What follows belongs to an exercise in optimizing a design on an open flow for small area, a short achievable clock period and few clock cycles per item; a production flow would make more cautious choices. Power and IR drop assume default switching activity.

== middle ==
==> flow/design.v <==
module mix_fadd (
    input  wire [30:0] a,
    input  wire [30:0] b,
    output wire [30:0] y
);
    wire [7:0]  ea = a[30:23];
    wire [7:0]  eb = b[30:23];
    wire        inf_in = (&ea) | (&eb);
    wire        na = |ea;
    wire        nb = |eb;
    wire [7:0]  Ea = {ea[7:1], ea[0] | ~na};
    wire [7:0]  Eb = {eb[7:1], eb[0] | ~nb};
    wire [8:0]  dab = {1'b0, Ea} - {1'b0, Eb};
    wire [7:0]  dba = Eb - Ea;
    wire        a_hi = ~dab[8];
    wire [7:0]  d    = a_hi ? dab[7:0] : dba;
    wire [7:0]  e_hi = a_hi ? Ea : Eb;
    wire [23:0] m_hi = a_hi ? {na, a[22:0]} : {nb, b[22:0]};
    wire [23:0] m_lo = a_hi ? {nb, b[22:0]} : {na, a[22:0]};
    wire        big = |d[7:5];
    wire [25:0] l0 = {m_lo, 2'b00};
    wire [25:0] l1 = d[0] ? {1'b0,  l0[25:2],  l0[1]   | l0[0]}      : l0;
    wire [25:0] l2 = d[1] ? {2'b0,  l1[25:3],  |l1[2:0]}             : l1;
    wire [25:0] l3 = d[2] ? {4'b0,  l2[25:5],  |l2[4:0]}             : l2;
    wire [25:0] l4 = d[3] ? {8'b0,  l3[25:9],  |l3[8:0]}             : l3;
    wire [25:0] l5 = d[4] ? {16'b0, l4[25:17], |l4[16:0]}            : l4;
    wire [25:0] al = big ? {25'd0, |m_lo} : l5;
    wire [24:0] sum = {1'b0, m_hi} + {1'b0, al[25:2]};
    wire        c  = sum[24];
    wire [23:0] m  = c ? sum[24:1] : sum[23:0];
    wire        g  = c ? sum[0] : al[1];
    wire        s  = c ? (al[1] | al[0]) : al[0];
    wire        ov = c & (&e_hi[7:1]);           
    wire [7:0]  field = c ? e_hi + 8'd1 : (m[23] ? e_hi : 8'd0);
    wire        rup   = g & (s | m[0]);
    wire [30:0] rounded = {field, m[22:0]} + {30'd0, rup};
    assign y = (inf_in | ov) ? 31'h7F800000 : rounded;
endmodule
module mix_fdiv (
    input  wire [30:0] x,
    input  wire [1:0]  n,
    output wire [30:0] y
);
    wire [7:0]  ex = x[30:23];
    wire        nx = |ex;
    wire        e1 = (ex[7:1] == 7'd0);         
    wire [23:0] M  = {nx, x[22:0]};
    wire [30:0] h_pre = e1 ? {8'd0, M[23:1]} : {ex - 8'd1, x[22:0]};
    wire        h_rup = e1 & M[0] & M[1];
    wire [1:0]  r;
    wire [22:0] q;
    mix_div3 u_d3 (.m(M), .q(q), .r(r));
    wire        f24 = r[1];             
    wire        f23 = r[0];             
    wire        f22 = r[1];
    wire        nz  = r[1] | r[0];
    wire        top = q[22];            
    wire [8:0]  f0  = {1'b0, ex} - {7'd0, ~top, top};
    wire        normal = ~f0[8] & (|f0[7:0]) & nx;
    wire [22:0] n_man = top ? {q[21:0], f24} : {q[20:0], f24, f23};
    wire        n_g   = top ? f23 : f22;
    wire [22:0] s_man = e1 ? q : {q[21:0], f24};
    wire        s_g   = e1 ? f24 : f23;
    wire [30:0] t_pre = normal ? {f0[7:0], n_man} : {8'd0, s_man};
    wire        t_g   = normal ? n_g : s_g;
    wire        t_rup = t_g & (nz | t_pre[0]);
    wire        pass = n[0] & ~n[1] | (&ex);
    wire [30:0] pre  = pass ? x : (n[1] & ~n[0]) ? h_pre : t_pre;
    wire        rup  = ~pass & ((n[1] & ~n[0]) ? h_rup : t_rup);
    assign y = pre + {30'd0, rup};
endmodule
module mix_div3 (
    input  wire [23:0] m,
    output wire [22:0] q,
    output wire [1:0]  r
);
    function [1:0] add3;                
        input [1:0] a, b;
        begin
            case ({a, b})
                4'b0000, 4'b0110, 4'b1001: add3 = 2'd0;
                4'b0001, 4'b0100, 4'b1010: add3 = 2'd1;
                default:                   add3 = 2'd2;
            endcase
        end
    endfunction
    wire [1:0] s [0:4][0:11];
    genvar t, k;
    generate
        for (t = 0; t < 12; t = t + 1) begin : gp
            wire [1:0] p = m[2*t+1:2*t];
            assign s[0][t] = (p == 2'd3) ? 2'd0 : p;
        end
        for (k = 0; k < 4; k = k + 1) begin : gl
            for (t = 0; t < 12; t = t + 1) begin : gt
                localparam integer P = 11 - t;
                localparam integer Q = ((P >> k) << k) - 1;
                if ((P >> k) & 1)
                    assign s[k+1][t] = add3(s[k][11 - Q], s[k][t]);
                else
                    assign s[k+1][t] = s[k][t];
            end
        end
        for (t = 0; t < 12; t = t + 1) begin : gq
            wire [1:0] rin = (t == 11) ? 2'd0 : s[4][(t == 11) ? 11 : t + 1];
            wire [3:0] v   = {rin, m[2*t+1:2*t]};
            reg  [1:0] qd;
            always @(*) begin
                case (v)
                    4'd0, 4'd1, 4'd2:   qd = 2'd0;
                    4'd3, 4'd4, 4'd5:   qd = 2'd1;
                    4'd6, 4'd7, 4'd8:   qd = 2'd2;
                    default:            qd = 2'd3;
                endcase
            end
            if (t == 11) begin : gtop
                assign q[22] = qd[0];
            end else begin : glow
                assign q[2*t+1:2*t] = qd;
            end
        end
    endgenerate
    assign r = s[4][0];
endmodule
module chord_mixer (
    input  wire        clk,
    input  wire        rst,
    input  wire        in_valid,
    output wire        in_ready,
    input  wire [1:0]  in_n,
    input  wire [31:0] in_s0,
    input  wire [31:0] in_s1,
    input  wire [31:0] in_s2,
    output wire        out_valid,
    input  wire        out_ready,
    output wire [31:0] out_data
);
    reg         busy;        
    reg         more;        
    reg  [1:0]  n;
    reg  [30:0] s0, s1, s2;
    reg         full;        
    reg  [1:0]  na;
    reg  [30:0] acc;
    wire        free  = ~full | out_ready;           
    wire        step  = busy & (more | free);        
    wire        done  = step & (more | n != 2'd3);   
    assign      in_ready = ~busy | done;
    wire        take  = in_valid & in_ready;
    wire [30:0] a = more ? acc : s0;
    wire [30:0] b = more ? s2  : s1;
    wire [30:0] sum;
    wire [30:0] quo;
    mix_fadd u_add (.a(a), .b(b), .y(sum));
    mix_fdiv u_div (.x(acc), .n(na), .y(quo));
    always @(posedge clk) begin
        if (take) begin
            n  <= in_n;
            s0 <= in_s0[30:0];
            s1 <= in_n[1] ? in_s1[30:0] : 31'd0;
            s2 <= in_s2[30:0];
        end
        if (step)
            acc <= sum;
        if (step & ~more)
            na <= n;
        if (rst) begin
            busy <= 1'b0;
            more <= 1'b0;
            full <= 1'b0;
        end else begin
            busy <= take | (busy & ~done);
            more <= step & ~more & (n == 2'd3);
            full <= done | (full & ~out_ready & ~step);
        end
    end
    assign out_valid = full;
    assign out_data  = {1'b0, quo};
endmodule
export LEC_CHECK = 0
export ABC_AREA = 1
export CAP_MARGIN = 20
export CORE_MARGIN = 2
export CORE_UTILIZATION = 40
export SLEW_MARGIN = 20
create_clock -name core_clock -period 14.0 [get_ports {clk}]
run.sh (not shown) runs the stock make flow with config.mk's settings and CLKGATE_MAP_FILE= SYNTH_SCRIPT=/design/flow/synth_recipe.tcl, a recipe that flattens the netlist after the stock synthesis.
Edits applied to the flow inputs when going from middle to west:
diff --git a/flow/design.v b/flow/design.v
--- a/flow/design.v
+++ b/flow/design.v
@@ -134,46 +134,39 @@
     output wire        out_valid,
     input  wire        out_ready,
     output wire [31:0] out_data
 );
-    reg         busy;        
+    reg         full;        
     reg         more;        
     reg  [1:0]  n;
-    reg  [30:0] s0, s1, s2;
-    reg         full;        
-    reg  [1:0]  na;
     reg  [30:0] acc;
-    wire        free  = ~full | out_ready;           
-    wire        step  = busy & (more | free);        
-    wire        done  = step & (more | n != 2'd3);   
-    assign      in_ready = ~busy | done;
-    wire        take  = in_valid & in_ready;
-    wire [30:0] a = more ? acc : s0;
-    wire [30:0] b = more ? s2  : s1;
+    reg  [30:0] s2;
+    wire        take = in_valid & in_ready;
+    wire [30:0] a = more ? acc : in_s0[30:0];
+    wire [30:0] b = more ? s2  : (in_n[1] ? in_s1[30:0] : 31'd0);
     wire [30:0] sum;
     wire [30:0] quo;
     mix_fadd u_add (.a(a), .b(b), .y(sum));
-    mix_fdiv u_div (.x(acc), .n(na), .y(quo));
+    mix_fdiv u_div (.x(acc), .n(n), .y(quo));
     always @(posedge clk) begin
-        if (take) begin
-            n  <= in_n;
-            s0 <= in_s0[30:0];
-            s1 <= in_n[1] ? in_s1[30:0] : 31'd0;
-            s2 <= in_s2[30:0];
-        end
-        if (step)
+        s2 <= in_s2[30:0];
+        if (take | more)
             acc <= sum;
-        if (step & ~more)
-            na <= n;
+        if (take)
+            n <= in_n;
         if (rst) begin
-            busy <= 1'b0;
+            full <= 1'b0;
             more <= 1'b0;
-            full <= 1'b0;
         end else begin
-            busy <= take | (busy & ~done);
-            more <= step & ~more & (n == 2'd3);
-            full <= done | (full & ~out_ready & ~step);
+            more <= take & (in_n == 2'd3);
+            if (take)
+                full <= (in_n != 2'd3);
+            else if (more)
+                full <= 1'b1;
+            else if (out_ready)
+                full <= 1'b0;
         end
     end
+    assign in_ready  = ~more & (~full | out_ready);
     assign out_valid = full;
     assign out_data  = {1'b0, quo};
 endmodule
Notes after the runs:
- Higher clock power share goes to middle over west.
- Diff middle -> west: largest stage delay on the critical path now sits lower, number of multi-input logic gates now sits lower, pin slew with the least headroom to its limit now sits lower, tap cell instance count now sits lower, routed wire length now sits lower.
- Cmp west and middle / wire length of the first global-routing pass / higher: middle
- Status: final number of setup-violating endpoints parity (middle, west)
- When the final numbers for west and middle were put side by side, the time the final worst path needs with I/O delays and setup turned out to be greater in west.
- [west vs middle] overall power: higher in west
- west: met2 usage in global routing higher than middle
- Master of the slowest instance on the critical path = dfxtp_4: middle; master of the slowest instance on the critical path = clkdlybuf4s50_1: west
- Type of the setup path with the least slack: in -> reg -> west, reg -> reg -> middle
No run of this note included a check of the RTL's function; only the layout flow was run.

[re-timing with driven ports]
No port has a modelled driver above. Below, the same layouts with a new extraction and two added sets of constraints. Step 1: set_driving_cell puts a clkbuf_16 on clk and a buf_2 on each other input, an assumption about the parent block. Step 2 moves the port delays by t, midway between the first and last clock arrival at a register: inputs arrive t later, outputs are due t later. That takes back most of the time a late clock gives input paths. Three values: ideal, step 1, step 2; two values: the first two.
run | shift t [ns] | setup WS [ns] | hold slack, ns | worst setup path at the end | slew at the worst register clock pin (ns)
middle | 0.468 | 3.546 / 3.546 / 3.546 | 0.458 / 0.458 / 0.458 | register to register | 0.07 / 0.07
west | 0.398 | 1.752 / 1.775 / 1.377 | 0.608 / 0.608 / 0.608 | input to register | 0.07 / 0.07
After both steps setup and hold are still met in every run listed. For west, which loses most, drivers alone change the setup slack by +0.023 ns; drivers and shift together by -0.375 ns.
